This is an optimization exercise on Yosys and OpenROAD, whose aim is small area, not a production implementation.
In this exercise RTL edits were held to simulation tests only and were not proved equivalent to the original.
Power is estimated from default activity; no workload was simulated.

==> flow/design.v <==
module ircore_tx (
    input  wire        clk,
    input  wire        rst,             
    input  wire        enq_valid,       
    input  wire        enq_rc6,         
    input  wire [2:0]  enq_mode,        
    input  wire [7:0]  enq_a,           
    input  wire [7:0]  enq_b,           
    output wire        enq_ready,       
    output wire        tx,              
    output wire        tx_idle          
);
    localparam [1:0] ST_IDLE = 2'd0, ST_HDR = 2'd1, ST_DAT = 2'd2, ST_TRL = 2'd3;
    reg  [19:0] q [0:8];
    reg  [8:0]  v;              
    wire [8:0]  fr;             
    wire        pop;            
    assign fr[8] = ~v[8] | pop;
    genvar gi;
    generate
        for (gi = 0; gi < 8; gi = gi + 1) begin : g_fr
            assign fr[gi] = ~v[gi] | fr[gi + 1];
        end
    endgenerate
    assign enq_ready = fr[0];
    assign tx_idle   = ~|v;
    always @(posedge clk) begin
        if (fr[0]) q[0] <= {enq_rc6, enq_mode, enq_a, enq_b};
    end
    generate
        for (gi = 1; gi < 9; gi = gi + 1) begin : g_q
            always @(posedge clk) begin
                if (fr[gi]) q[gi] <= q[gi - 1];
            end
        end
    endgenerate
    always @(posedge clk) begin
        if (rst) v <= 9'd0;
        else     v <= (fr & {v[7:0], enq_valid}) | (~fr & v);
    end
    wire [19:0] hd  = q[8];
    wire        rc6 = hd[19];
    reg        act;             
    reg [5:0]  n;               
    reg [1:0]  c;               
    reg [10:0] pre;             
    reg        tg;              
    wire tick = rc6 ? (pre == 11'b11001111010) : (pre == 11'b01011001011);
    wire [7:0] src = n[4] ? hd[7:0] : hd[15:8];
    wire       sb  = src[~n[2:0]];
    wire [3:0] mt  = {tg, hd[16], hd[17], hd[18]};
    wire       b   = rc6 ? ((n[4:3] == 2'b00) ? (n[2] ? mt[n[1:0]] : 1'b1) : sb)
                         : sb ^ n[3];
    wire       w2  = (n[4:3] == 2'b00) & (n[2] | (n[1] ^ n[0]));
    wire lvl = rc6 ? ((n[4:0] == 5'd1) | (~(n[4] & n[3]) & (b ^ (w2 ? c[1] : c[0]))))
                   : (n[5] ? ~(n[2] & n[1]) : (c == 2'd0));
    wire cl   = rc6 ? w2 : (n[5] | b);
    wire send = c[0] & (c[1] == cl);
    wire fend = rc6 ? ((n[4:0] == 5'd26) & c[0]) : n[5] & ~n[4];
    assign pop = act & tick & fend;
    assign tx  = act & lvl;
    always @(posedge clk) begin
        pre <= (~act | tick) ? 11'd0 : {~pre[9:0], ~(pre[10] ^ pre[8])};
        if (~act) begin
            n <= rc6 ? 6'd1 : 6'd58;
            c <= 2'd0;
        end else if (tick) begin
            if (send) begin
                n <= n + 6'd1;
                c <= 2'd0;
            end else begin
                c <= c + 2'd1;
            end
        end
    end
    always @(posedge clk) begin
        if (rst) begin
            act <= 1'b0;
            tg  <= 1'b0;
        end else begin
            if (~act) act <= v[8];
            else if (pop) begin
                act <= 1'b0;
                if (rc6) tg <= ~tg;
            end
        end
    end
endmodule
==> flow/flow/run.sh <==
#!/bin/bash
# The standard layout (standard.sh), with smaller port buffers and a clock
# tree built without dummy balancing loads.
set -euo pipefail
export BUFFER_PORTS_ARGS="-buffer_cell sky130_fd_sc_hd__buf_1"
export CTS_ARGS="-sink_clustering_enable -repair_clock_nets -buf_list sky130_fd_sc_hd__clkbuf_8 -sink_clustering_size 20 -sink_clustering_max_diameter 60 -dont_use_dummy_load"
bash standard.sh > standard.log 2>&1
==> flow/standard.sh <==
#!/bin/bash
# synth_recipe.tcl (not shown) runs the flow's synth.tcl, then flattens the netlist and writes it again
# the make line also repeats each setting of config.mk as NAME=value (left out here)
make -C /OpenROAD-flow-scripts/flow DESIGN_CONFIG=/design/flow/config.mk WORK_HOME=/design/flow/orfs CLKGATE_MAP_FILE= SYNTH_SCRIPT=/design/flow/synth_recipe.tcl "${@:-finish}"
==> flow/config.mk <==
export PLATFORM = sky130hd
export DESIGN_NAME = ircore_tx
export DESIGN_NICKNAME = ircore_tx
export VERILOG_FILES = /design/flow/design.v
export SDC_FILE = /design/flow/constraint.sdc
export NUM_CORES = 4
export LEC_CHECK = 0
export CAP_MARGIN = 20
export CORE_MARGIN = 2
export CORE_UTILIZATION = 40
export CTS_BUF_LIST = sky130_fd_sc_hd__clkbuf_8
export CTS_CLUSTER_DIAMETER = 60
export CTS_CLUSTER_SIZE = 20
export SLEW_MARGIN = 20
==> flow/constraint.sdc <==
create_clock -name core_clock -period 10.0 [get_ports {clk}]
set_input_delay 2.0000 -clock core_clock [delete_from_list [all_inputs] [get_ports {clk}]]
set_output_delay 2.0000 -clock core_clock [all_outputs]
set_load 0.01 [all_outputs]
==> results of run 1 <==
-- how the worst max path moves through the flow --
| stage | start | end | cells after the start |
|---|---|---|---|
| CTS | q[8][19]$_DFFE_PP_ | enq_ready | 5 |
| global placement | n[0]$_DFFE_PP_ | enq_ready | 7 |
| floorplan | n[0]$_DFFE_PP_ | enq_ready | 8 |
| global route | q[8][19]$_DFFE_PP_ | enq_ready | 5 |
| detailed placement | q[8][19]$_DFFE_PP_ | enq_ready | 5 |
| finish | q[8][19]$_DFFE_PP_ | enq_ready | 5 |
-- kinds of logic (layout without fill, tap and decap cells) --
family	Yosys count	in the layout
muxes	14	14
xor gates and xnor gates	6	6
and+or+nand+nor	73	73
buffers and inverters	23	55
adders and majority gates	4	4
DFF	210	210
AOI/OAI and AO/OA	37	37
-- critical path, stage by stage (launching register included) --
cell and delay (ns):
edfxtp_1 0.57, and4b_1 0.27, a22oi_1 0.37, o41a_1 0.60, nand3_1 0.78, buf_1 0.32
-- Yosys cell counts (all sizes together), types with 2 or more instances --
cell type / n / area, um2
o21ai: 2 / 10.01
nor3: 3 / 15.01
clkbuf: 8 / 30.03
a211oi: 2 / 15.01
dfxtp: 24 / 480.5
mux4: 3 / 67.56
a21oi: 14 / 70.07
nand2: 10 / 37.54
mux2: 5 / 60.05
xor2: 3 / 26.28
and3: 3 / 18.77
a31oi: 2 / 12.51
nor4: 5 / 31.28
o41ai: 2 / 17.52
ha: 4 / 50.05
mux2i: 6 / 60.06
edfxtp: 186 / 5585
nand3: 8 / 40.04
inv: 12 / 45.04
buf: 2 / 16.26
nor2: 26 / 97.59
o31ai: 2 / 15.01
nor4b: 2 / 17.52
nand4: 2 / 12.51
xnor2: 3 / 26.28
nor2b: 4 / 25.02
-- flip-flops by register name, indices dropped and copies added, names as in the netlist, named ones only --
register,flops
c,2
q,180
act,1
n,6
pre,11
tg,1
-- cell usage in the layout (no fill, tap or decap), types with 2 or more instances in the layout --
cell type	synthesis	routed
nor4b_1	2	2
xnor2_1	3	3
nor4_1	5	5
edfxtp_1	186	186
nor3_1	3	3
xor2_1	3	3
nand2_1	10	10
o31ai_1	2	2
buf_1	0	25
and3_1	3	3
clkbuf_8	0	15
a31oi_1	2	2
inv_1	12	12
ha_1	4	4
nor2b_1	4	4
nand3_1	8	8
nand4_1	2	2
mux2_2	4	4
mux4_2	3	3
o41ai_1	2	2
dfxtp_1	24	24
a21oi_1	14	14
o21ai_0	2	2
nor2_1	26	26
a211oi_1	2	2
mux2i_1	6	6
-- power by group through the flow --
| stage | sequential, mW | clock [mW] | combinational (mW) |
|---|---|---|---|
| 2_1_floorplan | 1.02 | 0 | 0.0189 |
| 4_1_cts | 1.01 | 0.383 | 0.0221 |
| 5_1_grt | 1.01 | 0.412 | 0.0247 |
| 6_report | 1.01 | 0.364 | 0.0221 |
| 3_5_place_dp | 1.03 | 0 | 0.0218 |
| 3_3_place_gp | 1.02 | 0 | 0.0214 |
-- final cells by class --
| type | count | share of cell area |
|---|---|---|
| clock buffer | 15 | 0.02703 |
| inverter | 13 | 0.006388 |
| multi-input combinational | 134 | 0.1199 |
| sequential | 210 | 0.7941 |
| tap | 225 | 0.03686 |
| timing repair buffer | 27 | 0.01572 |
-- metrics by stage --
step	power [mW]	utilization	hold slack, ns
2_1_floorplan	1.038	-	0.3834
3_3_place_gp	1.046	0.4282	0.3910
3_5_place_dp	1.049	0.4282	0.4045
4_1_cts	1.412	0.4401	0.4014
5_1_grt	1.448	0.4416	0.4052
6_report	1.392	0.4416	0.4014
-- per-layer routing --
metal	vias to the layer above	global-route usage
met5	-	0
met3	16	0.02148
li1	1460	-
met1	1429	0.1111
met4	0	0.02864
met2	72	0.1622
==> metrics.md, run 1 <==
| Metric | Value |
|---|---|
| Post-Synth Simple-Gate Area | `0.05269` |
| Root Buffer | `clkbuf_8` |
| Final Cell Area | `7639 um2` |
| Reg-to-reg slack, setup | `6.90 ns` |
| Insertion delay to the later sink of the worst-skew pair | `0.49 ns` |
| Max_cap viols | `0` |
| Final wirelength | `8.113 mm` |
| Setup TNS | `0 ns` |
| Mux contribution to synthesized area | `0.02652` |
| Final period util | `0.5360` |
| Seq cells post-synth | `210` |
| Switching Power | `252.5 uW` |
| Cell variety after synth | `52` |
| Gate power share | `0.016` |
| Total grt overflow | `0` |
| Routed length on met3 | `440 um` |
| Slew Limit Headroom | `0.3825` |
| Worst Clk Skew | `0.07080 ns` |
| Hold path start | `q[6][18]$_DFFE_PP_` |
| Crit path DAT | `3.36 ns` |
| FP Rows | `48` |
| Seq pwr share | `0.723` |
| Syn Area/Cell | `19.28 um2` |
| Worst setup margin | `4.640 ns` |
| Dpl ws | `5.096 ns` |
| Detailed-route DRC error count | `0` |
| GPL Wtd Cong | `0.8096` |
| Clock Path Buffers | `3` |
| Crit Reg-Reg Endpoint | `q[6][18]$_DFFE_PP_` |
| Min-Delay Path Class | `reg -> reg` |
| Asr flop ratio synth | `0` |
| Via count | `2977` |
| Max-slew violation count | `0` |
| Worst R2R Start | `q[8][19]$_DFFE_PP_` |
| Synth Area in Adders | `0.007072` |
| CP endpoint kind | `primary output` |
| Seq/Total Area, Yosys | `0.8571` |
| Post-synth EDFFs | `186` |
| P per Cell Area | `182.3 nW/um2` |
| GRT Total Usage | `0.09171` |
| Top sig layer | `met4` |
| Met2 wire len | `4.048 mm` |
| Post-route insts no fill | `624` |
| Area of placed instances | `7406 um2` |
| Crit-path max FO | `22` |
| Peak supply drop | `0.1267 mV` |
| Antenna violations before repair | `0` |
| Max frequency | `0.1866 GHz` |
| Main synth FF type | `edfxtp_1` |
| CTS Buf Count | `15` |
| Die Y | `137.0 um` |
| Initial core utilization | `0.4091` |
| Synth Area in Compound Gates | `0.03571` |
| Post-synthesis xor/xnor area fraction | `0.007426` |
| Int Pwr | `1.140 mW` |
| Reg clk slew, reported paths | `0.11 ns` |
| Min Clock Period, post-route | `5.360 ns` |
| R2R cell count | `4` |
| Largest net degree at the start of global routing | `23` |
| Post-CTS sizing | `0` |
| Post-Syn Instances | `367` |
| Die width | `137.0 um` |
| First-pass GRT wire length | `13.92 mm` |
| Core Area | `17300 um2` |
| Area Growth Syn to Fin | `7.939%` |
| DP Cell Count | `607` |
| Initial DRC Count | `184` |
| CTS H-tree depth | `1` |
| Post-route ant nets | `0` |
| Status | `no timing/DRC/antenna violations` |
| Total leakage power | `2.666 nW` |
| RSZ-0062 raised after global routing | `no` |
| Vias in the first global route | `3023` |
| Total clock sinks | `210` |
| Via density per instance | `4.771` |
| Die area | `18770 um2` |
| Worst Hold Path EP | `q[7][18]$_DFFE_PP_` |
| Post-cts hold buffer count | `0` |
| Dpl hpwl | `5.311 mm` |
| Worst Hold Depth | `0` |
| N_diodes | `0` |
| Wire length per cell | `13.00 um` |
| Setup violations, final | `0` |
| # port buffers | `25` |
| Syn_nets | `394` |
| First-pass detailed-route iteration total | `4` |
| Largest family of logic cells by synthesized area | `simple AND/OR/NAND/NOR gates` |
| Clk network pwr share | `0.261` |
| Setup bufs post-CTS | `0` |
| Required time of the critical path | `8.00 ns` |
| Nets | `428` |
| I/O Pins | `26` |
| Critical path type | `reg -> out` |
| Post-Route M1 WL | `3.445 mm` |
| Worst slew pin tran | `0.9236 ns` |
| YS warnings | `2` |
| Number of fillers in the final layout | `1488` |
| Netlist Area Pre-Place | `7077 um2` |
| Sw frac | `0.1814` |
| CTS tree | `yes` |
| Multi-input gate area | `915.9 um2` |
| Startpoint types | `flip-flop` |
| Share of layout cells above drive strength 1 | `0.06767` |
| Fin. Hold Viols | `0` |
| Storage cell area | `6066 um2` |
==> inputs of run 2 (changes only) <==
--- a/flow/design.v
+++ b/flow/design.v
@@ -47,3 +47,3 @@
     reg        tg;              
-    wire tick = rc6 ? (pre == 11'b11001111010) : (pre == 11'b01011001011);
+    wire tick = (pre == {5'b00001, rc6, 5'b00110});
     wire [7:0] src = n[4] ? hd[7:0] : hd[15:8];
@@ -62,3 +62,3 @@
     always @(posedge clk) begin
-        pre <= (~act | tick) ? 11'd0 : {~pre[9:0], ~(pre[10] ^ pre[8])};
+        pre <= (~act | tick) ? 11'b01011011001 : {pre[9:0], pre[10] ^ pre[1]};
         if (~act) begin
==> run 2 against run 1 <==
Clock power fell by 3%. Clock skew decreased by 0.016 ns. Via count down 10%. Flip-flop and latch count did not move. Combinational power fell by 12%. Cell area shrank 2.0%. First-iteration DRC count is 35% lower. Final cell count decreased by 5.3%. Non-clock buffer count decreased by 1. Synthesized cell count down 8.7%. Worst setup slack improved by 0.33 ns. Sequential share of layout area is 1.6 points higher. Critical path type unchanged. Largest cell class unchanged.
==> metrics.md, run 2 <==
| Metric | Value |
|---|---|
| Status | `no timing/DRC/antenna violations` |
| Max frequency | `0.1989 GHz (+6.6%)` |
| Max-slew violation count | `0 (unchanged)` |
| Worst slew pin tran | `0.8956 ns (-0.02802 ns)` |
| GRT Total Usage | `0.08547 (-0.006246)` |
| Total grt overflow | `0 (unchanged)` |
| Worst Path Buf+Inv | `1 (unchanged)` |
| Cell variety after synth | `40 (-23%)` |
| Antenna violations before repair | `0 (unchanged)` |
| Post-route insts no fill | `591 (-5.3%)` |
| Synth area leaders | `edfxtp_1 80%, dfxtp_1 6.9%, mux4_1 1.5%, xnor2_1 0.88%, a21oi_1 0.86%` |
| Crit path max-delay family | `simple AND/OR/NAND/NOR gates` |
| Detailed-route DRC error count | `0 (unchanged)` |
| Die width | `135.8 um (-0.87%)` |
| Max_cap viols | `0 (unchanged)` |
| Largest net degree at the start of global routing | `23 (unchanged)` |
| CTS Buf Count | `14 (-1)` |
| First-pass GRT wire length | `12.51 mm (-10%)` |
| Setup bufs post-CTS | `0 (unchanged)` |
| Crit-path max FO | `9 (-59%)` |
| Worst stage delay on the critical path | `0.55 ns (-0.23 ns)` |
| Reg clk slew, reported paths | `0.11 ns (about the same)` |
| I/O Pins | `26 (unchanged)` |
| Final core occ | `0.4372 (-0.004415)` |
| First-pass detailed-route iteration total | `4 (unchanged)` |
| Worst Clk Skew | `0.05478 ns (-0.01602 ns)` |
| Initial core utilization | `0.4061 (-0.003076)` |
| Worst setup margin | `4.972 ns (+0.3319 ns)` |
| Most flop-heavy register | `q` |
| Top cell by count, worst path | `and4_1` |
| Clock Path Buffers | `3 (unchanged)` |
| Nets | `395 (-7.7%)` |
| Max FFs per register | `180 (unchanged)` |
| CTS tree | `yes` |
| Vias in the first global route | `2741 (-9.3%)` |
| Final wirelength | `7.460 mm (-8.0%)` |
| Critical-path cell list | `xnor2_1 -> and4_1 -> a311oi_2 -> and4_1 -> nand4_1 -> buf_1` |
| Count leader, synth | `edfxtp_1` |
| Post-cts hold buffer count | `0 (unchanged)` |
| Total leakage power | `2.589 nW (-2.9%)` |
| Syn Area/Cell | `20.75 um2 (+7.6%)` |
| Post-synth EDFFs | `186 (unchanged)` |
| # port buffers | `25 (unchanged)` |
| Die area | `18450 um2 (-1.7%)` |
| Dpl hpwl | `4.979 mm (-6.2%)` |
| CTS H-tree depth | `1 (unchanged)` |
| Via count | `2675 (-10%)` |
| GPL Wtd Cong | `0.7569 (-6.5%)` |
| FP Rows | `48 (unchanged)` |
| Via density per instance | `4.526 (-5.1%)` |
| Peak supply drop | `0.1341 mV (+5.8%)` |
| Most frequent cells in the layout | `186 x edfxtp_1, 25 x buf_1, 24 x dfxtp_1` |
| Initial DRC Count | `120 (-35%)` |
| Critical path type | `reg -> out` |
| Most common cell after layout, fill and taps aside | `edfxtp_1` |
| Slowest CP cell | `edfxtp_1` |
| Main synth FF type | `edfxtp_1` |
| Netlist Area Pre-Place | `6950 um2 (-1.8%)` |
| Slew Limit Headroom | `0.4013 (+0.01873)` |
| Min-Delay Path Class | `reg -> reg` |
| Root Buffer | `clkbuf_8` |
| Post-synth top area share | `0.8036 (+0.01435)` |
| Post-route ant nets | `0 (unchanged)` |
| YS warnings | `2 (unchanged)` |
| Synth area leader | `edfxtp_1` |
| Crit path DAT | `3.03 ns (-0.33 ns)` |
| Number of fillers in the final layout | `1474 (-0.94%)` |
| CP endpoint kind | `primary output` |
| Syn_nets | `362 (-8.1%)` |
| Seq/Total Area, Yosys | `0.8727 (+0.01558)` |
| Die Y | `135.8 um (-0.87%)` |
| Insertion delay to the later sink of the worst-skew pair | `0.50 ns (about the same)` |
| Seq cells post-synth | `210 (unchanged)` |
| Wire length per cell | `12.62 um (-2.9%)` |
| Core Area | `17120 um2 (-1.0%)` |
| Setup TNS | `0 ns (unchanged)` |
| Dpl ws | `4.890 ns (-0.2058 ns)` |
| RSZ-0062 raised after global routing | `no` |
| N_diodes | `0 (unchanged)` |
| Startpoint types | `flip-flop` |
| Setup violations, final | `0 (unchanged)` |
| P per Cell Area | `184.0 nW/um2 (+0.93%)` |
| Asr flop ratio synth | `0 (unchanged)` |
| Top cells by count, synth | `186 x edfxtp_1, 24 x dfxtp_1, 14 x nor2_1, 12 x a21oi_1, 12 x inv_1` |
| Final period util | `0.5028 (-0.03319)` |
| Fin. Hold Viols | `0 (unchanged)` |
| Post-Syn Instances | `335 (-8.7%)` |
| Total clock sinks | `210 (unchanged)` |
| Area Growth Syn to Fin | `7.669%` |
| Required time of the critical path | `8.00 ns (about the same)` |
| DP Cell Count | `576 (-5.1%)` |
| Biggest regs | `q x180, pre x11, n x6` |
| Post-CTS sizing | `0 (unchanged)` |
| Share of layout cells above drive strength 1 | `0.06011 (-0.007560)` |
| Min Clock Period, post-route | `5.028 ns (-0.3319 ns)` |
==> run 2: cell families (layout without fill, tap and decap cells) <==
group                    count (synthesis)  after routing  synth area share
flip-flops                             210            210            0.8727
AO/OA/AOI/OAI                           26             26           0.02484
buffers and inverters                   22             53           0.01440
adder cells (fa/ha/maj)                  4              4          0.007201
multiplexers                             7              7           0.02304
XOR/XNOR                                13             13           0.01638
AND/OR/NAND/NOR                         53             53           0.04141
==> run 2: per-stage QoR <==
step / power (mW) / hold slack [ns] / instance area, um2
3_3_place_gp: 1.042 / 0.4006 / 7274
3_5_place_dp: 1.046 / 0.4045 / 7274
6_report: 1.377 / 0.4128 / 7483
5_1_grt: 1.432 / 0.4194 / 7483
2_1_floorplan: 1.035 / 0.4003 / 6950
4_1_cts: 1.398 / 0.4175 / 7467
==> run 2: per-layer routing <==
layer  GRT usage  vias up  wire [um]
met2      0.1560       44       3889
met1     0.09547     1290       3029
li1            -     1324          -
met5           0        -          0
met3     0.02163       17        322
met4     0.03414        0        219
==> run 2: worst register-to-register path: cells and delay by family, from the launching register on <==
family / cells / cell delay [ns]
flip-flops: 1 / 0.59
AO/OA/AOI/OAI: 2 / 0.79
multiplexers: 2 / 1.13
XOR/XNOR: 2 / 0.27
==> run 2: report_power, final <==
| group | internal, mW | total [mW] | switching [mW] |
|---|---|---|---|
| clock network | 0.127 | 0.352 | 0.225 |
| registers | 0.992 | 1.00 | 0.0132 |
| logic | 0.0108 | 0.0195 | 0.00871 |
| total | 1.13 | 1.38 | 0.247 |
==> run 2: area by class of cell <==
cell class,count,area (um2),share of cell area
clock buffers,14,192.7,0.02575
inverters,13,48.80,0.006521
multi-input cells,103,789.5,0.1055
flip-flops and latches,210,6066,0.8106
well taps,225,281.5,0.03762
repair buffers,26,105.1,0.01404
==> run 2: path summary, 6_finish.rpt <==
check                 endpoint               start  slack, ns  depth (start not counted)
min          q[8][8]$_DFFE_PP_   q[7][8]$_DFFE_PP_       0.41                          0
max                  enq_ready  q[8][19]$_DFFE_PP_       4.97                          6
min reg2reg  q[8][8]$_DFFE_PP_   q[7][8]$_DFFE_PP_       0.41                          0
max reg2reg     n[5]$_DFFE_PP_      n[1]$_DFFE_PP_       6.87                          6
==> inputs of run 3 (changes only) <==
==> flow/flow/run.sh (replaced) <==
#!/bin/bash
# The standard layout (standard.sh), with smaller port buffers and a clock
# tree built without dummy balancing loads.
set -euo pipefail
export BUFFER_PORTS_ARGS="-buffer_cell sky130_fd_sc_hd__buf_1"
export CTS_ARGS="-sink_clustering_enable -repair_clock_nets -buf_list sky130_fd_sc_hd__clkbuf_8 -root_buf sky130_fd_sc_hd__clkbuf_4 -sink_clustering_size 20 -sink_clustering_max_diameter 60 -dont_use_dummy_load"
bash standard.sh > standard.log 2>&1
==> run 3 against run 2 <==
Still clean. Hold slack is essentially flat. Synthesized cell count is the same. Combinational power is essentially flat. Sequential share of layout area grew 0.20 points. Die area is the same. Final cell count is the same. Total power shrank 1.1%. Critical endpoint unchanged. Highest routed layer unchanged.
==> metrics.md, run 3 <==
| Metric | Value |
|---|---|
| Slowest CP cell | `edfxtp_1` |
| Clk network pwr share | `0.248 (-0.008)` |
| Insertion delay to the later sink of the worst-skew pair | `0.59 ns (+0.09 ns)` |
| Die width | `135.8 um (unchanged)` |
| CTS Buf Count | `14 (unchanged)` |
| Count leader, synth | `edfxtp_1` |
| Asr flop ratio synth | `0 (unchanged)` |
| Max frequency | `0.1962 GHz (-1.3%)` |
| Worst stage delay on the critical path | `0.55 ns (about the same)` |
| FP Rows | `48 (unchanged)` |
| Seq/Total Area, Yosys | `0.8727 (unchanged)` |
| Final wirelength | `7.466 mm (about the same)` |
| Critical path type | `reg -> out` |
| Nets | `395 (unchanged)` |
| Die area | `18450 um2 (unchanged)` |
| Die Y | `135.8 um (unchanged)` |
| GPL Wtd Cong | `0.7569 (unchanged)` |
| Required time of the critical path | `8.00 ns (about the same)` |
| Clock Path Buffers | `3 (unchanged)` |
| Critical-path cell list | `xnor2_1 -> and4_1 -> a311oi_2 -> and4_1 -> nand4_1 -> buf_1` |
| Peak supply drop | `0.1338 mV (-0.22%)` |
| Startpoint types | `flip-flop` |
| Max FFs per register | `180 (unchanged)` |
| Share of layout cells above drive strength 1 | `0.06011 (unchanged)` |
| Setup TNS | `0 ns (unchanged)` |
| Final period util | `0.5096 (+0.006790)` |
| Worst slew pin tran | `0.9088 ns (+0.01323 ns)` |
| Core Area | `17120 um2 (unchanged)` |
| Total leakage power | `2.581 nW (-0.30%)` |
| Post-CTS sizing | `0 (unchanged)` |
| CTS tree | `yes` |
| Sw frac | `0.1805 (+0.001076)` |
| Via density per instance | `4.535 (+0.19%)` |
| Max_cap viols | `0 (unchanged)` |
| Gate power share | `0.014 (about the same)` |
| Vias in the first global route | `2741 (unchanged)` |
| Post-Syn Instances | `335 (unchanged)` |
| Total grt overflow | `0 (unchanged)` |
| Total clock sinks | `210 (unchanged)` |
| Initial DRC Count | `125 (+4.2%)` |
| Worst Clk Skew | `0.07606 ns (+0.02128 ns)` |
| Cell variety after synth | `40 (unchanged)` |
| M2 GR Usage | `0.1560 (unchanged)` |
| Post-synth EDFFs | `186 (unchanged)` |
| RSZ-0062 raised after global routing | `no` |
| Top cell by count, worst path | `and4_1` |
| Root Buffer | `clkbuf_4` |
| Setup bufs post-CTS | `0 (unchanged)` |
| GRT Total Usage | `0.08563 (+0.0001631)` |
| Area Growth Syn to Fin | `7.399%` |
| Status | `no timing/DRC/antenna violations` |
| Min Clock Period, post-route | `5.096 ns (+0.06790 ns)` |
| Number of fillers in the final layout | `1474 (unchanged)` |
| Post-synth top area share | `0.8036 (unchanged)` |
| Netlist Area Pre-Place | `6950 um2 (unchanged)` |
| # port buffers | `25 (unchanged)` |
| Max-slew violation count | `0 (unchanged)` |
| Multi-input gate area | `789.5 um2 (unchanged)` |
| Int Pwr | `1.116 mW (-1.2%)` |
| Dpl hpwl | `4.979 mm (unchanged)` |
| Switching Power | `245.7 uW (-0.52%)` |
| Dpl ws | `4.890 ns (unchanged)` |
| Via count | `2680 (+0.19%)` |
| Worst setup margin | `4.904 ns (-0.06790 ns)` |
| Antenna violations before repair | `0 (unchanged)` |
| Largest net degree at the start of global routing | `23 (unchanged)` |
| CTS H-tree depth | `1 (unchanged)` |
| YS warnings | `2 (unchanged)` |
| Met1 usage | `0.09547 (unchanged)` |
| CP endpoint kind | `primary output` |
| Most common cell after layout, fill and taps aside | `edfxtp_1` |
| First-pass GRT wire length | `12.52 mm (+0.11%)` |
| Most flop-heavy register | `q` |
| Syn_nets | `362 (unchanged)` |
| Top cells by count, synth | `186 x edfxtp_1, 24 x dfxtp_1, 14 x nor2_1, 12 x a21oi_1, 12 x inv_1` |
| Storage cell area | `6066 um2 (unchanged)` |
| Detailed-route DRC error count | `0 (unchanged)` |
| Met3 Use GR | `0.02125 (-0.0003729)` |
| Slew Limit Headroom | `0.3941 (-0.007147)` |
| Crit-path max FO | `9 (unchanged)` |
| Fin. Hold Viols | `0 (unchanged)` |
| Tot Pwr | `1.361 mW (-1.1%)` |
| N_diodes | `0 (unchanged)` |
| Post-route ant nets | `0 (unchanged)` |
| I/O Pins | `26 (unchanged)` |
| First-pass detailed-route iteration total | `4 (unchanged)` |
| Crit path DAT | `3.10 ns (+0.07 ns)` |
| Most frequent cells in the layout | `186 x edfxtp_1, 25 x buf_1, 24 x dfxtp_1` |
| Biggest regs | `q x180, pre x11, n x6` |
| Synth area leader | `edfxtp_1` |
| Most Crowded Layer GR | `met2` |
| Post-cts hold buffer count | `0 (unchanged)` |
| Seq cells post-synth | `210 (unchanged)` |
| Synth area leaders | `edfxtp_1 80%, dfxtp_1 6.9%, mux4_1 1.5%, xnor2_1 0.88%, a21oi_1 0.86%` |
| Min-Delay Path Class | `reg -> reg` |
| Reg clk slew, reported paths | `0.11 ns (about the same)` |
| Initial core utilization | `0.4061 (unchanged)` |
| Main synth FF type | `edfxtp_1` |
| Wire length per cell | `12.63 um (about the same)` |
| Seq pwr share | `0.738 (+0.008)` |
| P per Cell Area | `182.4 nW/um2 (-0.86%)` |
| Setup violations, final | `0 (unchanged)` |
| Syn Area/Cell | `20.75 um2 (unchanged)` |
## run 3: cell count changes in the layout (fill, tap and decap cells not counted)
| cell | before | now |
|---|---|---|
| clkbuf_4 | 0 | 3 |
| clkbuf_8 | 14 | 11 |
## run 3: layer usage
metal / wire length (um) / up-vias / share of wire
met1: 3047 / 1294 / 0.41
met2: 3898 / 43 / 0.52
li1: - / 1326 / -
met3: 269 / 17 / 0.036
met5: 0 / - / 0
met4: 250 / 0 / 0.033
## run 3: cell type report
cell class	count	share of cell area
Sequential cell	210	0.8126
Multi-Input combinational cell	103	0.1058
Tap cell	225	0.03771
Clock buffer	14	0.02330
Timing Repair Buffer	26	0.01408
Inverter	13	0.006537
## run 3: final timing paths
| path | from | endpoint | slack, ns | cells after the start |
|---|---|---|---|---|
| min reg2reg | q[7][8]$_DFFE_PP_ | q[8][8]$_DFFE_PP_ | 0.41 | 0 |
| max reg2reg | n[1]$_DFFE_PP_ | n[5]$_DFFE_PP_ | 6.87 | 6 |
| min | q[7][8]$_DFFE_PP_ | q[8][8]$_DFFE_PP_ | 0.41 | 0 |
| max | q[8][19]$_DFFE_PP_ | enq_ready | 4.90 | 6 |
## run 3: cells by family (layout without fill, tap and decap cells)
family | Yosys count | count (layout) | synth area share
DFF | 210 | 210 | 0.8727
xor gates and xnor gates | 13 | 13 | 0.01638
AOI/OAI and AO/OA | 26 | 26 | 0.02484
buffers and inverters | 22 | 53 | 0.01440
and+or+nand+nor | 53 | 53 | 0.04141
adders and majority gates | 4 | 4 | 0.007201
muxes | 7 | 7 | 0.02304
## run 3: critical path: cells and delay by family, from the launching register on
family	cells	cell delay, ns
compound gates	1	0.53
xor+xnor	1	0.20
buf+inv	1	0.22
flops	1	0.55
simple gates	3	1.07
## run 3: through the flow
stage          std cells  cell area (um2)  utilization  hold slack (ns)
2_1_floorplan        335             6950            -           0.4003
3_3_place_gp         576             7274       0.4250           0.4006
3_5_place_dp         576             7274       0.4250           0.4045
4_1_cts              590             7448       0.4352           0.4176
5_1_grt              591             7465       0.4361           0.4194
6_report             591             7465       0.4361           0.4127
## run 3: power groups by stage
stage | Sequential, mW | Clock [mW] | Combinational [mW]
2_1_floorplan | 1.02 | 0 | 0.0167
3_3_place_gp | 1.02 | 0 | 0.0195
3_5_place_dp | 1.03 | 0 | 0.0197
4_1_cts | 1.01 | 0.357 | 0.0198
5_1_grt | 1.01 | 0.385 | 0.0218
6_report | 1.00 | 0.337 | 0.0195
==> inputs of run 4 (changes only) <==
--- a/flow/design.v
+++ b/flow/design.v
@@ -12,9 +12,13 @@
 );
-    localparam [1:0] ST_IDLE = 2'd0, ST_HDR = 2'd1, ST_DAT = 2'd2, ST_TRL = 2'd3;
     reg  [19:0] q [0:8];
-    reg  [8:0]  v;              
+    wire [8:0]  v;              
     wire [8:0]  fr;             
     wire        pop;            
+    genvar gi;
+    generate
+        for (gi = 0; gi < 9; gi = gi + 1) begin : g_v
+            assign v[gi] = q[gi][19] | ~q[gi][16];
+        end
+    endgenerate
     assign fr[8] = ~v[8] | pop;
-    genvar gi;
     generate
@@ -26,4 +30,6 @@
     assign tx_idle   = ~|v;
+    wire [19:0] in = {enq_valid & enq_rc6 & ~rst, enq_mode[2:1],
+                      ~enq_valid | (enq_rc6 & enq_mode[0]), enq_a, enq_b};
     always @(posedge clk) begin
-        if (fr[0]) q[0] <= {enq_rc6, enq_mode, enq_a, enq_b};
+        if (rst | fr[0]) q[0] <= in | {3'd0, rst, 16'd0};
     end
@@ -32,3 +38,5 @@
             always @(posedge clk) begin
-                if (fr[gi]) q[gi] <= q[gi - 1];
+                if (rst | fr[gi])
+                    q[gi] <= {q[gi - 1][19] & ~rst, q[gi - 1][18:17],
+                              q[gi - 1][16] | rst, q[gi - 1][15:0]};
             end
@@ -36,6 +44,2 @@
     endgenerate
-    always @(posedge clk) begin
-        if (rst) v <= 9'd0;
-        else     v <= (fr & {v[7:0], enq_valid}) | (~fr & v);
-    end
     wire [19:0] hd  = q[8];
==> run 4 against run 3 <==
Still clean. Cell area shrank 1.3%. Via count grew 2.2%. Critical path depth is the same. Final cell count grew 0.68%. Critical endpoint is now tx.
==> metrics.md, run 4 <==
| Metric | Value |
|---|---|
| Die width | `134.9 um (-0.70%)` |
| Number of fillers in the final layout | `1403 (-4.8%)` |
| Syn Area/Cell | `19.91 um2 (-4.0%)` |
| Setup bufs post-CTS | `0 (unchanged)` |
| Biggest regs | `q x180, pre x11, n x6` |
| N_diodes | `0 (unchanged)` |
| Max frequency | `0.2050 GHz (+4.5%)` |
| CTS H-tree depth | `1 (unchanged)` |
| First-pass detailed-route iteration total | `4 (unchanged)` |
| Die Y | `134.9 um (-0.70%)` |
| Startpoint types | `flip-flop` |
| Synth area leaders | `edfxtp_1 82%, dfxtp_1 4.4%, mux4_2 2.0%, xnor2_1 1.2%, ha_1 0.73%` |
| Main synth FF type | `edfxtp_1` |
| Nets | `404 (+2.3%)` |
| Slowest CP cell | `edfxtp_1` |
| Top cell by count, worst path | `mux4_2` |
| Critical-path cell list | `mux4_2 -> mux4_2 -> xnor2_1 -> o21ai_0 -> a41o_1 -> buf_1` |
| Final period util | `0.4877 (-0.02191)` |
| Area of placed instances | `7182 um2 (-1.3%)` |
| Most flop-heavy register | `q` |
| Max-slew violation count | `0 (unchanged)` |
| FP Rows | `47 (-2.1%)` |
| Area Growth Syn to Fin | `7.580%` |
| YS warnings | `2 (unchanged)` |
| Seq/Total Area, Yosys | `0.8592 (-0.01355)` |
| Worst Clk Skew | `0.07843 ns (+0.002372 ns)` |
| Reg clk slew, reported paths | `0.11 ns (about the same)` |
| Tot Pwr | `1.309 mW (-3.8%)` |
| Netlist Area Pre-Place | `6850 um2 (-1.4%)` |
| Final core occ | `0.4428 (+0.006713)` |
| Vias in the first global route | `2678 (-2.3%)` |
| Worst R2R Start | `n[1]$_DFFE_PP_` |
| Worst Hold Depth | `0 (unchanged)` |
| Largest net degree at the start of global routing | `23 (unchanged)` |
| Max FFs per register | `180 (unchanged)` |
| Asr flop ratio synth | `0 (unchanged)` |
| Total grt overflow | `0 (unchanged)` |
| P per Cell Area | `177.6 nW/um2 (-2.6%)` |
| Cell variety after synth | `43 (+7.5%)` |
| Critical path type | `reg -> out` |
| Post-cts hold buffer count | `0 (unchanged)` |
| Antenna violations before repair | `0 (unchanged)` |
| Post-synth top area share | `0.8153 (+0.01174)` |
| Worst stage delay on the critical path | `0.64 ns (+0.09 ns)` |
| Reg-to-reg slack, setup | `6.46 ns (-0.41 ns)` |
| Peak supply drop | `0.1300 mV (-2.9%)` |
| Syn_nets | `371 (+2.5%)` |
| Share of layout cells above drive strength 1 | `0.07733 (+0.01722)` |
| Top cells by count, synth | `186 x edfxtp_1, 15 x dfxtp_1, 13 x inv_1, 13 x nor2_1, 12 x nand2_1` |
| I/O Pins | `26 (unchanged)` |
| Count leader, synth | `edfxtp_1` |
| Initial DRC Count | `117 (-6.4%)` |
| Setup violations, final | `0 (unchanged)` |
| Wire length per cell | `12.67 um (+0.27%)` |
| Crit path DAT | `2.88 ns (-0.22 ns)` |
| Most common cell after layout, fill and taps aside | `edfxtp_1` |
| Post-synth EDFFs | `186 (unchanged)` |
| Clock Path Buffers | `3 (unchanged)` |
| # port buffers | `25 (unchanged)` |
| Post-route ant nets | `0 (unchanged)` |
| Core Area | `16640 um2 (-2.8%)` |
| CP endpoint kind | `primary output` |
| Total clock sinks | `201 (-4.3%)` |
| Crit Reg-Reg Endpoint | `n[3]$_DFFE_PP_` |
| Most frequent cells in the layout | `186 x edfxtp_1, 25 x buf_1, 15 x dfxtp_1` |
| Slew Limit Headroom | `0.2783 (-0.1158)` |
| Worst Hold Path EP | `q[8][3]$_DFFE_PP_` |
| Required time of the critical path | `8.00 ns (about the same)` |
| Synth area leader | `edfxtp_1` |
| Status | `no timing/DRC/antenna violations` |
| Insertion delay to the later sink of the worst-skew pair | `0.57 ns (-0.02 ns)` |
| R2R cell count | `6 (unchanged)` |
| GRT Total Usage | `0.08809 (+0.002458)` |
| Min Clock Period, post-route | `4.877 ns (-0.2191 ns)` |
| Post-CTS sizing | `0 (unchanged)` |
| RSZ-0062 raised after global routing | `no` |
| Min-Delay Path Class | `reg -> reg` |
| Seq cells post-synth | `201 (-4.3%)` |
| Worst slew pin tran | `1.073 ns (+0.1645 ns)` |
| Crit-path max FO | `10 (+1)` |
| Final wirelength | `7.537 mm (+0.95%)` |
| Setup TNS | `0 ns (unchanged)` |
| Fin. Hold Viols | `0 (unchanged)` |
| Via count | `2738 (+2.2%)` |
| Total leakage power | `2.514 nW (-2.6%)` |
| Root Buffer | `clkbuf_4` |
| Hold Slack | `0.4081 ns (-0.004585 ns)` |
| Detailed-route DRC error count | `0 (unchanged)` |
| Die area | `18190 um2 (-1.4%)` |
| Dpl hpwl | `5.127 mm (+3.0%)` |
| Hold path start | `q[7][3]$_DFFE_PP_` |
| Max_cap viols | `0 (unchanged)` |
| GPL Wtd Cong | `0.7782 (+2.8%)` |
| Final Cell Area | `7370 um2 (-1.3%)` |
| Via density per instance | `4.602 (+1.5%)` |
| CTS Buf Count | `15 (+1)` |
| Initial core utilization | `0.4116 (+0.005556)` |
| CTS tree | `yes` |
| Post-Syn Instances | `344 (+2.7%)` |
| First-pass GRT wire length | `12.76 mm (+1.9%)` |
-- run 4: cell count changes in the layout (fill, tap and decap cells not counted), moves of 3 or more --
| cell | change |
|---|---|
| a21oi_1 | -6 |
| dfxtp_1 | -9 |
| mux4_1 | -4 |
| mux4_2 | +4 |
| nand2_1 | +5 |
| nor2b_1 | +5 |
| or2_2 | +8 |
| or3_1 | +3 |
| xor2_1 | -3 |
-- run 4: stage by stage --
| stage | instances | worst slack (ns) |
|---|---|---|
| after detailed placement | 580 | 5.707 |
| after global routing | 595 | 4.840 |
| after CTS | 595 | 5.065 |
| after floorplan | 344 | 5.966 |
| final | 595 | 5.123 |
| after global placement | 580 | 5.734 |
-- run 4: area by class of cell --
type / instances / area, um2 / share of cell area
Inverter: 13 / 48.80 / 0.006621
Sequential cell: 201 / 5886 / 0.7986
Clock buffer: 15 / 187.7 / 0.02547
Timing Repair Buffer: 25 / 93.84 / 0.01273
Multi-Input combinational cell: 121 / 878.3 / 0.1192
Tap cell: 220 / 275.3 / 0.03735
-- run 4: worst max-delay path: cells and delay by family (launching register included) --
kind	cells	cell delay, ns
buffers and inverters	1	0.12
multiplexers	2	1.07
flip-flops	1	0.64
AO/OA/AOI/OAI	2	0.35
XOR/XNOR	1	0.14
-- run 4: how the worst max path moves through the flow --
stage / from / to / slack, ns / cells after the start
after CTS: n[1]$_DFFE_PP_ / tx / 5.06 / 6
after global placement: n[1]$_DFFE_PP_ / tx / 5.73 / 6
after detailed placement: n[1]$_DFFE_PP_ / tx / 5.71 / 6
after global routing: n[1]$_DFFE_PP_ / tx / 4.84 / 6
final: n[1]$_DFFE_PP_ / tx / 5.12 / 6
after floorplan: n[1]$_DFFE_PP_ / tx / 5.97 / 6
-- run 4: logic make-up after synthesis --
logic type | count (synthesis) | share of synthesized area
AO/OA/AOI/OAI | 20 | 0.01900
adder cells (fa/ha/maj) | 4 | 0.007306
buffers and inverters | 22 | 0.01260
AND/OR/NAND/NOR | 76 | 0.06247
XOR/XNOR | 12 | 0.01534
flip-flops | 201 | 0.8592
multiplexers | 9 | 0.02411
-- run 4: report_power, final --
part	internal (mW)	switching [mW]	total, mW
registers	0.950	0.00897	0.959
clock network	0.122	0.217	0.338
logic	0.00636	0.00546	0.0118
-- run 4: per-layer routing --
metal / vias up / global-route usage / routed length (um)
met4: 0 / 0.02924 / 192
met5: - / 0 / 0
met3: 14 / 0.02515 / 334
met1: 1316 / 0.1007 / 3124
met2: 55 / 0.1588 / 3886
li1: 1353 / - / -
==> inputs of run 5 (changes only) <==
--- a/flow/design.v
+++ b/flow/design.v
@@ -22,3 +22,3 @@
     endgenerate
-    assign fr[8] = ~v[8] | pop;
+    assign fr[8] = ~v[8] | pop | rst;
     generate
@@ -33,3 +33,3 @@
     always @(posedge clk) begin
-        if (rst | fr[0]) q[0] <= in | {3'd0, rst, 16'd0};
+        if (fr[0]) q[0] <= in | {3'd0, rst, 16'd0};
     end
@@ -38,3 +38,3 @@
             always @(posedge clk) begin
-                if (rst | fr[gi])
+                if (fr[gi])
                     q[gi] <= {q[gi - 1][19] & ~rst, q[gi - 1][18:17],
==> run 5 against run 4 <==
Largest power group unchanged. Clock power shrank 3%. Synthesized area down 0.20%. Final cell count is 0.84% lower. Highest routed layer unchanged. Synthesized cell count shrank 1.2%. Via count down 1.9%. Flip-flop and latch count unchanged.
==> metrics.md, run 5 <==
| Metric | Value |
|---|---|
| Status | `no timing/DRC/antenna violations` |
| Crit-path max FO | `21 (+11)` |
| CTS tree | `yes` |
| Largest net degree at the start of global routing | `22 (-4.3%)` |
| GPL Wtd Cong | `0.7629 (-2.0%)` |
| Most frequent cells in the layout | `186 x edfxtp_1, 25 x buf_1, 15 x dfxtp_1` |
| P per Cell Area | `176.7 nW/um2 (-0.51%)` |
| YS warnings | `2 (unchanged)` |
| Max-slew violation count | `0 (unchanged)` |
| Final period util | `0.7219 (+0.2342)` |
| Worst stage delay on the critical path | `0.74 ns (+0.10 ns)` |
| Syn Area/Cell | `20.11 um2 (+0.97%)` |
| Max FFs per register | `180 (unchanged)` |
| Main synth FF type | `edfxtp_1` |
| First-pass detailed-route iteration total | `4 (unchanged)` |
| Synth area leaders | `edfxtp_1 82%, dfxtp_1 4.4%, mux4_2 2.0%, xnor2_1 1.0%, nand2b_1 0.92%` |
| Critical-path cell list | `buf_1 -> a311oi_1 -> nand3_1 -> nor2_1 -> nand3_1 -> buf_1` |
| Area Growth Syn to Fin | `7.394%` |
| Crit path DAT | `5.22 ns (+2.34 ns)` |
| Most flop-heavy register | `q` |
| Netlist Area Pre-Place | `6837 um2 (-0.20%)` |
| Top cells by count, synth | `186 x edfxtp_1, 15 x dfxtp_1, 11 x nand2_1, 11 x nor2_1` |
| Worst Clk Skew | `0.03186 ns (-0.04657 ns)` |
| Die area | `18150 um2 (-0.19%)` |
| Via density per instance | `4.554 (-1.0%)` |
| Multi-input gate area | `875.8 um2 (-0.28%)` |
| Clock Path Buffers | `3 (unchanged)` |
| Via count | `2687 (-1.9%)` |
| Insertion delay to the later sink of the worst-skew pair | `0.55 ns (-0.02 ns)` |
| Post-synth EDFFs | `186 (unchanged)` |
| Critical path type | `in -> out` |
| Antenna violations before repair | `0 (unchanged)` |
| I/O Pins | `26 (unchanged)` |
| # port buffers | `25 (unchanged)` |
| Post-cts hold buffer count | `0 (unchanged)` |
| Count leader, synth | `edfxtp_1` |
| Post-route ant nets | `0 (unchanged)` |
| Setup TNS | `0 ns (unchanged)` |
| Cell variety after synth | `40 (-7.0%)` |
| Die width | `134.7 um (about the same)` |
| Required time of the critical path | `8.00 ns (about the same)` |
| Core Area | `16640 um2 (unchanged)` |
| Startpoint types | `input port` |
| Final core occ | `0.4412 (-0.001654)` |
| Wire length per cell | `12.33 um (-2.7%)` |
| Vias in the first global route | `2681 (+0.11%)` |
| Reg clk slew, reported paths | `0.11 ns (about the same)` |
| Final wirelength | `7.275 mm (-3.5%)` |
| Total grt overflow | `0 (unchanged)` |
| RSZ-0062 raised after global routing | `no` |
| GRT Total Usage | `0.08526 (-0.002826)` |
| Post-synth top area share | `0.8170 (+0.001641)` |
| Storage cell area | `5886 um2 (unchanged)` |
| N_diodes | `0 (unchanged)` |
| Synth area leader | `edfxtp_1` |
| Seq cells post-synth | `201 (unchanged)` |
| Total clock sinks | `201 (unchanged)` |
| Min Clock Period, post-route | `7.219 ns (+2.342 ns)` |
| Fin. Hold Viols | `0 (unchanged)` |
| Max frequency | `0.1385 GHz (-32%)` |
| CP endpoint kind | `primary output` |
| CTS H-tree depth | `1 (unchanged)` |
| Seq/Total Area, Yosys | `0.8609 (+0.001730)` |
| Initial DRC Count | `129 (+10%)` |
| Peak supply drop | `0.1023 mV (-21%)` |
| Slew Limit Headroom | `0.3340 (+0.05568)` |
| Die Y | `134.7 um (about the same)` |
| First-pass GRT wire length | `12.44 mm (-2.5%)` |
| CTS Buf Count | `14 (-1)` |
| Max_cap viols | `0 (unchanged)` |
| Root Buffer | `clkbuf_4` |
| Total leakage power | `2.526 nW (+0.48%)` |
| FP Rows | `47 (unchanged)` |
| Dpl hpwl | `4.799 mm (-6.4%)` |
| Initial core utilization | `0.4108 (-0.0008270)` |
| Detailed-route DRC error count | `0 (unchanged)` |
| Slowest CP cell | `nand3_1` |
| Post-Syn Instances | `340 (-1.2%)` |
| Biggest regs | `q x180, pre x11, n x6` |
| Nets | `399 (-1.2%)` |
| Most common cell after layout, fill and taps aside | `edfxtp_1` |
| Tot Pwr | `1.298 mW (-0.88%)` |
| Share of layout cells above drive strength 1 | `0.07568 (-0.001658)` |
| Setup bufs post-CTS | `0 (unchanged)` |
| Syn_nets | `367 (-1.1%)` |
| Min-Delay Path Class | `reg -> reg` |
| Number of fillers in the final layout | `1424 (+1.5%)` |
| Worst slew pin tran | `0.9905 ns (-0.08281 ns)` |
| Post-CTS sizing | `0 (unchanged)` |
| Setup violations, final | `0 (unchanged)` |
| Asr flop ratio synth | `0 (unchanged)` |
[run 5: changes by cell type after synthesis, sizes merged, moves of 2 or more]
cell,delta
nor2b,+4
a21oi,-2
a311oi,+2
inv,-3
nand2b,+3
nand3,+2
nor2,-2
[run 5: cell families (layout without fill, tap and decap cells)]
family,count (synthesis),in the layout,share of synthesized area
XOR/XNOR,12,12,0.01537
AND/OR/NAND/NOR,78,78,0.06461
flip-flops,201,201,0.8609
multiplexers,9,9,0.02416
adder cells (fa/ha/maj),4,4,0.007321
AO/OA/AOI/OAI,17,17,0.01666
buffers and inverters,19,49,0.01098
[run 5: worst max-delay path, delay by kind of cell]
kind / cells / cell delay, ns
and+or+nand+nor: 3 / 2.09
buffers and inverters: 2 / 0.63
AOI/OAI and AO/OA: 1 / 0.48
[run 5: final timing paths]
| check | start | endpoint | slack (ns) | cells past startpoint |
|---|---|---|---|---|
| worst max-delay path | rst | enq_ready | 2.78 | 6 |
| worst min-delay path | q[1][0]$_DFFE_PP_ | q[2][0]$_DFFE_PP_ | 0.42 | 0 |
| worst max register to register | n[1]$_DFFE_PP_ | q[2][4]$_DFFE_PP_ | 5.80 | 7 |
| worst min register to register | q[1][0]$_DFFE_PP_ | q[2][0]$_DFFE_PP_ | 0.42 | 0 |
[run 5: metal layers]
layer / vias up / part of all wire / global-route usage
met1: 1283 / 0.42 / 0.1034
li1: 1339 / - / -
met4: 0 / 0.026 / 0.03041
met5: - / 0 / 0
met2: 48 / 0.50 / 0.1466
met3: 17 / 0.052 / 0.02365
[run 5: through the flow]
| stage | cell area (um2) | setup WS (ns) | hold WS (ns) | std cells |
|---|---|---|---|---|
| after detailed placement | 7168 | 2.668 | 0.4045 | 576 |
| after floorplan | 6837 | 4.023 | 0.4003 | 340 |
| after global routing | 7342 | 2.187 | 0.4298 | 590 |
| final | 7342 | 2.781 | 0.4223 | 590 |
| after global placement | 7168 | 2.872 | 0.4019 | 576 |
| after CTS | 7342 | 2.640 | 0.4230 | 590 |
[run 5: final cells by class]
type / count / area share
Inverter: 10 / 0.005112
Timing Repair Buffer: 25 / 0.01278
Multi-Input combinational cell: 120 / 0.1193
Tap cell: 220 / 0.03749
Sequential cell: 201 / 0.8016
Clock buffer: 14 / 0.02369
[run 5: where the power goes]
part / switching (mW) / total [mW] / internal [mW]
Clock: 0.214 / 0.328 / 0.113
Sequential: 0.00861 / 0.958 / 0.950
Combinational: 0.00538 / 0.0118 / 0.00638
==> inputs of run 6 (changes only) <==
--- a/flow/config.mk
+++ b/flow/config.mk
@@ -9,6 +9,3 @@
 export CORE_MARGIN = 2
-export CORE_UTILIZATION = 40
-export CTS_BUF_LIST = sky130_fd_sc_hd__clkbuf_8
-export CTS_CLUSTER_DIAMETER = 60
-export CTS_CLUSTER_SIZE = 20
+export CORE_UTILIZATION = 60
 export SLEW_MARGIN = 20
==> run 6 against run 5 <==
Largest cell class unchanged. Cell area is 1.4% lower. Global-route usage grew 3.6 points. Sequential share of layout area up 1.1 points. Still clean. Via count grew 2.0%. Largest power group unchanged.
==> metrics.md, run 6 <==
| Metric | Value |
|---|---|
| Status | `no timing/DRC/antenna violations` |
| R2R cell count | `7 (unchanged)` |
| Total grt overflow | `0 (unchanged)` |
| Reg clk slew, reported paths | `0.11 ns (about the same)` |
| # port buffers | `25 (unchanged)` |
| Multi-input gate area | `875.8 um2 (unchanged)` |
| Critical path type | `in -> out` |
| Syn_nets | `367 (unchanged)` |
| Seq/Total Area, Yosys | `0.8609 (unchanged)` |
| Startpoint types | `input port` |
| Area of placed instances | `7068 um2 (-1.4%)` |
| Setup TNS | `0 ns (unchanged)` |
| Biggest regs | `q x180, pre x11, n x6` |
| Via density per instance | `5.375 (+18%)` |
| Syn Area/Cell | `20.11 um2 (unchanged)` |
| Nets | `399 (unchanged)` |
| Hold path start | `q[7][5]$_DFFE_PP_` |
| First-pass detailed-route iteration total | `4 (unchanged)` |
| Final Cell Area | `7242 um2 (-1.4%)` |
| Die width | `110.7 um (-18%)` |
| Max frequency | `0.1383 GHz (-0.20%)` |
| FP Rows | `38 (-19%)` |
| Die area | `12260 um2 (-32%)` |
| I/O Pins | `26 (unchanged)` |
| Core Area | `10980 um2 (-34%)` |
| Total leakage power | `2.526 nW (unchanged)` |
| CTS H-tree depth | `1 (unchanged)` |
| Number of fillers in the final layout | `743 (-48%)` |
| Largest net degree at the start of global routing | `22 (unchanged)` |
| Insertion delay to the later sink of the worst-skew pair | `0.54 ns (about the same)` |
| Clock Path Buffers | `3 (unchanged)` |
| N_diodes | `0 (unchanged)` |
| Final period util | `0.7233 (+0.001450)` |
| Seq cells post-synth | `201 (unchanged)` |
| Via count | `2741 (+2.0%)` |
| Post-route ant nets | `0 (unchanged)` |
| Int Pwr | `1.069 mW (about the same)` |
| Most flop-heavy register | `q` |
| Post-synth EDFFs | `186 (unchanged)` |
| Detailed-route DRC error count | `0 (unchanged)` |
| Final wirelength | `7.372 mm (+1.3%)` |
| Switching Power | `223.8 uW (-1.9%)` |
| GRT Total Usage | `0.1208 (+0.03558)` |
| Main synth FF type | `edfxtp_1` |
| GPL Wtd Cong | `0.7761 (+1.7%)` |
| Initial DRC Count | `214 (+66%)` |
| Min-Delay Path Class | `reg -> reg` |
| Worst Hold Path EP | `q[8][5]$_DFFE_PP_` |
| Worst Clk Skew | `0.03596 ns (+0.004106 ns)` |
| Initial core utilization | `0.6225 (+0.2117)` |
| Crit path DAT | `5.23 ns (about the same)` |
| Dpl hpwl | `4.897 mm (+2.0%)` |
| RSZ-0062 raised after global routing | `no` |
| Worst Hold Depth | `0 (unchanged)` |
| Max_cap viols | `0 (unchanged)` |
| Seq pwr share | `0.741 (+0.002)` |
| Min Clock Period, post-route | `7.233 ns (+0.01450 ns)` |
| Post-Syn Instances | `340 (unchanged)` |
| Top cells by count, synth | `186 x edfxtp_1, 15 x dfxtp_1, 11 x nand2_1, 11 x nor2_1` |
| Antenna violations before repair | `0 (unchanged)` |
| Required time of the critical path | `8.00 ns (about the same)` |
| Slew Limit Headroom | `0.3148 (-0.01924)` |
| First-pass GRT wire length | `12.25 mm (-1.5%)` |
| Synth area leaders | `edfxtp_1 82%, dfxtp_1 4.4%, mux4_2 2.0%, xnor2_1 1.0%, nand2b_1 0.92%` |
| Root Buffer | `clkbuf_4` |
| Reg-to-reg slack, setup | `5.74 ns (-0.06 ns)` |
| Wire length per cell | `14.45 um (+17%)` |
| Total clock sinks | `201 (unchanged)` |
| Share of layout cells above drive strength 1 | `0.07568 (unchanged)` |
| Clk network pwr share | `0.250 (-0.002)` |
| Crit-path max FO | `21 (unchanged)` |
| Synth area leader | `edfxtp_1` |
| Netlist Area Pre-Place | `6837 um2 (unchanged)` |
| Gate power share | `0.009 (about the same)` |
| Peak supply drop | `0.1210 mV (+18%)` |
| Vias in the first global route | `2700 (+0.71%)` |
| Setup violations, final | `0 (unchanged)` |
| Max FFs per register | `180 (unchanged)` |
| Post-CTS sizing | `0 (unchanged)` |
| YS warnings | `2 (unchanged)` |
| Post-cts hold buffer count | `0 (unchanged)` |
| Post-synth top area share | `0.8170 (unchanged)` |
| Sw frac | `0.1731 (-0.002779)` |
| Count leader, synth | `edfxtp_1` |
| Crit Reg-Reg Endpoint | `q[2][14]$_DFFE_PP_` |
| CTS Buf Count | `14 (unchanged)` |
| Setup bufs post-CTS | `0 (unchanged)` |
| P per Cell Area | `178.5 nW/um2 (+1.0%)` |
| Worst R2R Start | `n[1]$_DFFE_PP_` |
| Area Growth Syn to Fin | `5.930%` |
| CP endpoint kind | `primary output` |
| Max-slew violation count | `0 (unchanged)` |
| Die Y | `110.7 um (-18%)` |
| Cell variety after synth | `40 (unchanged)` |
| Worst slew pin tran | `1.019 ns (+0.02861 ns)` |
| Most frequent cells in the layout | `186 x edfxtp_1, 25 x buf_1, 15 x dfxtp_1` |
| Most common cell after layout, fill and taps aside | `edfxtp_1` |
| Fin. Hold Viols | `0 (unchanged)` |
| Asr flop ratio synth | `0 (unchanged)` |
| CTS tree | `yes` |
| Storage cell area | `5886 um2 (unchanged)` |
## run 6: cell counts after synthesis
Identical to the previous run, type by type.
## run 6: cell families after synthesis
| logic type | Yosys count | share of synthesized area |
|---|---|---|
| muxes | 9 | 0.02416 |
| xor gates and xnor gates | 12 | 0.01537 |
| AOI/OAI and AO/OA | 17 | 0.01666 |
| DFF | 201 | 0.8609 |
| buffers and inverters | 19 | 0.01098 |
| and+or+nand+nor | 78 | 0.06461 |
| adders and majority gates | 4 | 0.007321 |
## run 6: how the worst max path moves through the flow
stage / startpoint / end / slack [ns] / cells after the start
finish: rst / enq_ready / 2.77 / 6
global route: rst / enq_ready / 2.27 / 6
CTS: rst / enq_ready / 2.66 / 6
detailed placement: rst / enq_ready / 2.70 / 6
global placement: rst / enq_ready / 2.86 / 6
floorplan: rst / enq_ready / 4.02 / 4
## run 6: final cells by class
| class | instances | share of cell area |
|---|---|---|
| clock buffer | 14 | 0.02402 |
| inverter | 10 | 0.005183 |
| multi-input combinational | 120 | 0.1209 |
| sequential | 201 | 0.8127 |
| tap | 140 | 0.02419 |
| timing repair buffer | 25 | 0.01296 |
## run 6: power groups by stage
stage / Sequential (mW) / Clock [mW] / Combinational [mW]
after CTS: 0.959 / 0.342 / 0.0120
after global placement: 0.976 / 0 / 0.0115
after detailed placement: 0.978 / 0 / 0.0119
after global routing: 0.962 / 0.371 / 0.0131
after floorplan: 0.974 / 0 / 0.00723
final: 0.958 / 0.323 / 0.0119
## run 6: critical path, cell delays in order
cell and delay [ns]:
buf_1 0.31, a311oi_1 0.47, nand3_1 0.76, nor2_1 0.62, nand3_1 0.74, buf_1 0.32
## run 6: metrics by stage
step	std cells	hold slack, ns	total power, mW	util	setup WS, ns
floorplan	340	0.4003	0.9814	-	4.023
global placement	496	0.4008	0.9875	0.6435	2.863
detailed placement	496	0.4045	0.9902	0.6435	2.703
CTS	510	0.4017	1.313	0.6594	2.660
global route	510	0.4164	1.346	0.6594	2.271
finish	510	0.4026	1.293	0.6594	2.767
## run 6: layer usage
metal | up-vias | routed length, um | track usage
li1 | 1340 | - | -
met4 | 0 | 151 | 0.04333
met3 | 16 | 371 | 0.02242
met1 | 1326 | 3165 | 0.1563
met5 | - | 0 | 0
met2 | 59 | 3683 | 0.2078
==> inputs of run 7 (changes only) <==
--- a/flow/config.mk
+++ b/flow/config.mk
@@ -9,3 +9,3 @@
 export CORE_MARGIN = 2
-export CORE_UTILIZATION = 60
+export CORE_UTILIZATION = 75
 export SLEW_MARGIN = 20
==> run 7 against run 6 <==
Still clean on timing, DRC and antenna. Total power shrank 0.36%. Global-route usage increased by 4.7 points. Non-clock buffer count unchanged. Flip-flop and latch count stayed put. Worst setup slack lost 0.064 ns. Sequential power barely moved. Critical endpoint unchanged.
==> metrics.md, run 7 <==
| Metric | Value |
|---|---|
| Worst stage delay on the critical path | `0.76 ns (about the same)` |
| Die area | `9895 um2 (-19%)` |
| Status | `no timing/DRC/antenna violations` |
| Max_cap viols | `0 (unchanged)` |
| Top sig layer | `met4` |
| R2R cell count | `7 (unchanged)` |
| Startpoint types | `input port` |
| Routed length on met3 | `309 um (-17%)` |
| Most common cell after layout, fill and taps aside | `edfxtp_1` |
| Setup TNS | `0 ns (unchanged)` |
| Most flop-heavy register | `q` |
| Detailed-route DRC error count | `0 (unchanged)` |
| Die width | `99.48 um (-10%)` |
| Wire length per cell | `16.78 um (+16%)` |
| Clock Path Buffers | `3 (unchanged)` |
| Worst setup path startpoint | `rst` |
| Setup bufs post-CTS | `0 (unchanged)` |
| Area of placed instances | `7028 um2 (-0.57%)` |
| Post-CTS sizing | `0 (unchanged)` |
| Post-synth EDFFs | `186 (unchanged)` |
| Synth area leader | `edfxtp_1` |
| CTS H-tree depth | `1 (unchanged)` |
| Post-Route M1 WL | `3.311 mm (+4.6%)` |
| Setup violations, final | `0 (unchanged)` |
| N_diodes | `0 (unchanged)` |
| Biggest regs | `q x180, pre x11, n x6` |
| Peak supply drop | `0.1562 mV (+29%)` |
| Max FFs per register | `180 (unchanged)` |
| Root Buffer | `clkbuf_4` |
| Worst setup margin | `2.703 ns (-0.06364 ns)` |
| Final Cell Area | `7202 um2 (-0.55%)` |
| Top cells by count, synth | `186 x edfxtp_1, 15 x dfxtp_1, 11 x nand2_1, 11 x nor2_1` |
| Core Area | `8763 um2 (-20%)` |
| Die Y | `99.48 um (-10%)` |
| Dpl ws | `2.666 ns (-0.03748 ns)` |
| Multi-input gate area | `875.8 um2 (unchanged)` |
| First-pass detailed-route iteration total | `4 (unchanged)` |
| Asr flop ratio synth | `0 (unchanged)` |
| Storage cell area | `5886 um2 (unchanged)` |
| Critical path type | `in -> out` |
| Syn_nets | `367 (unchanged)` |
| Worst R2R Start | `n[1]$_DFFE_PP_` |
| Worst Clk Skew | `0.05555 ns (+0.01959 ns)` |
| Initial core utilization | `0.7801 (+0.1577)` |
| Reg-to-reg slack, setup | `5.71 ns (-0.03 ns)` |
| Min-Delay Path Class | `reg -> reg` |
| Reg clk slew, reported paths | `0.09 ns (-0.02 ns)` |
| Critical-path cell list | `buf_1 -> a311oi_1 -> nand3_1 -> nor2_1 -> nand3_1 -> buf_1` |
| Vias in the first global route | `2906 (+7.6%)` |
| P per Cell Area | `178.9 nW/um2 (+0.20%)` |
| Total leakage power | `2.526 nW (unchanged)` |
| GRT Total Usage | `0.1680 (+0.04714)` |
| Final wirelength | `8.019 mm (+8.8%)` |
| Netlist Area Pre-Place | `6837 um2 (unchanged)` |
| Fin. Hold Viols | `0 (unchanged)` |
| Initial DRC Count | `99 (-54%)` |
| Antenna violations before repair | `0 (unchanged)` |
| Share of layout cells above drive strength 1 | `0.07568 (unchanged)` |
| Via count | `2767 (+0.95%)` |
| CTS tree | `yes` |
| Crit-path max FO | `21 (unchanged)` |
| Final period util | `0.7297 (+0.006364)` |
| Crit path DAT | `5.30 ns (+0.07 ns)` |
| Dpl hpwl | `5.606 mm (+14%)` |
| Min Clock Period, post-route | `7.297 ns (+0.06364 ns)` |
| Crit Reg-Reg Endpoint | `q[0][8]$_DFFE_PP_` |
| Max frequency | `0.1370 GHz (-0.87%)` |
| Most frequent cells in the layout | `186 x edfxtp_1, 25 x buf_1, 15 x dfxtp_1` |
| Area Growth Syn to Fin | `5.344%` |
| Syn Area/Cell | `20.11 um2 (unchanged)` |
| Hold Slack | `0.3630 ns (-0.03969 ns)` |
| Seq/Total Area, Yosys | `0.8609 (unchanged)` |
| Largest net degree at the start of global routing | `22 (unchanged)` |
| # port buffers | `25 (unchanged)` |
| Total clock sinks | `201 (unchanged)` |
| Number of fillers in the final layout | `414 (-44%)` |
| Cell variety after synth | `40 (unchanged)` |
| Post-Syn Instances | `340 (unchanged)` |
| Slew Limit Headroom | `0.3593 (+0.04456)` |
| Required time of the critical path | `8.00 ns (about the same)` |
| Post-route ant nets | `0 (unchanged)` |
| Synth area leaders | `edfxtp_1 82%, dfxtp_1 4.4%, mux4_2 2.0%, xnor2_1 1.0%, nand2b_1 0.92%` |
| Critical path endpoint | `enq_ready` |
| CTS Buf Count | `14 (unchanged)` |
| GPL Wtd Cong | `0.8117 (+4.6%)` |
| FP Rows | `34 (-11%)` |
| RSZ-0062 raised after global routing | `no` |
| Seq cells post-synth | `201 (unchanged)` |
| Worst slew pin tran | `0.9529 ns (-0.06627 ns)` |
| Main synth FF type | `edfxtp_1` |
| YS warnings | `2 (unchanged)` |
| Insertion delay to the later sink of the worst-skew pair | `0.55 ns (about the same)` |
| Post-synth top area share | `0.8170 (unchanged)` |
| Count leader, synth | `edfxtp_1` |
| Total grt overflow | `0 (unchanged)` |
| Final core occ | `0.8218 (+0.1624)` |
| I/O Pins | `26 (unchanged)` |
| CP endpoint kind | `primary output` |
| Met2 wire len | `4.214 mm (+14%)` |
| Slowest CP cell | `nand3_1` |
| Max-slew violation count | `0 (unchanged)` |
| Nets | `399 (unchanged)` |
| First-pass GRT wire length | `12.95 mm (+5.7%)` |
| Via density per instance | `5.789 (+7.7%)` |
| Post-cts hold buffer count | `0 (unchanged)` |
| Worst Hold Depth | `0 (unchanged)` |
run 7: per-layer routing:
layer,vias to the layer above,GRT usage
met5,-,0
met4,0,0.05690
li1,1337,-
met3,19,0.03092
met1,1352,0.2034
met2,59,0.3072
run 7: per-stage QoR:
stage,std cells,power [mW]
after CTS,478,1.301
final,478,1.288
after global routing,478,1.332
after floorplan,340,0.9814
after detailed placement,464,0.9924
after global placement,464,0.9872
run 7: worst min path at each step:
| stage | startpoint | endpoint | slack [ns] |
|---|---|---|---|
| 6_report | q[2][8]$_DFFE_PP_ | q[3][8]$_DFFE_PP_ | 0.36 |
| 5_1_grt | q[2][8]$_DFFE_PP_ | q[3][8]$_DFFE_PP_ | 0.36 |
| 4_1_cts | q[2][8]$_DFFE_PP_ | q[3][8]$_DFFE_PP_ | 0.36 |
| 3_5_place_dp | q[0][6]$_DFFE_PP_ | q[1][6]$_DFFE_PP_ | 0.40 |
| 3_3_place_gp | q[0][6]$_DFFE_PP_ | q[1][6]$_DFFE_PP_ | 0.40 |
| 2_1_floorplan | q[0][0]$_DFFE_PP_ | q[1][0]$_DFFE_PP_ | 0.40 |
run 7: area by class of cell:
type,instances,area share
Clock buffer,14,0.02415
Inverter,10,0.005212
Multi-Input combinational cell,120,0.1216
Sequential cell,201,0.8172
Tap cell,108,0.01876
Timing Repair Buffer,25,0.01303
run 7: critical path: cells and delay by family:
family	cells	cell delay [ns]
AOI/OAI and AO/OA	1	0.51
buffers and inverters	2	0.68
and+or+nand+nor	3	2.09
run 7: logic make-up after synthesis:
kind of cell / synth area share
AOI/OAI and AO/OA: 0.01666
xor gates and xnor gates: 0.01537
adders and majority gates: 0.007321
buffers and inverters: 0.01098
DFF: 0.8609
muxes: 0.02416
and+or+nand+nor: 0.06461
run 7: power breakdown:
group	switching [mW]	internal [mW]
sequential	0.0101	0.950
combinational	0.00584	0.00639
clock	0.203	0.113

[re-timing with driven ports]
No port has a modelled driver above. Below, the same layouts with a new extraction and two added sets of constraints.
Step 1 (the two cells are an assumption about what drives the block):
set clk [get_ports {clk}]
set_driving_cell -lib_cell sky130_fd_sc_hd__clkbuf_16 $clk
set_driving_cell -lib_cell sky130_fd_sc_hd__buf_2 [delete_from_list [all_inputs] $clk]
Step 2 times the ports against the registers' clock, not the clock port: input delays grow and output delays shrink by t, the midpoint of the rising clock arrivals with the driver on.
Slacks: ideal ports / drivers / drivers and shift; pairs: ideal ports / drivers.
run	shift t [ns]	setup slack, ns	worst setup path at the end	latest minus earliest clock arrival (ns)	worst slew at a driven data input, ns
run 1	0.488	4.640 / 4.608 / 5.095	register to output	0.071 / 0.071	0.03
run 2	0.504	4.972 / 4.938 / 5.442	register to output	0.056 / 0.055	0.03
run 3	0.580	4.904 / 4.875 / 5.454	register to output	0.077 / 0.077	0.03
run 4	0.564	5.123 / 5.090 / 5.654	register to output	0.078 / 0.078	0.03
run 5	0.566	2.781 / 2.752 / 2.752	input to output	0.031 / 0.031	0.04
run 6	0.555	2.767 / 2.747 / 2.747	input to output	0.036 / 0.036	0.03
run 7	0.555	2.703 / 2.680 / 2.680	input to output	0.060 / 0.060	0.03
After both steps every run listed still meets setup and hold. For run 5, which loses most, drivers alone change the setup slack by -0.029 ns; drivers and shift together by -0.029 ns.
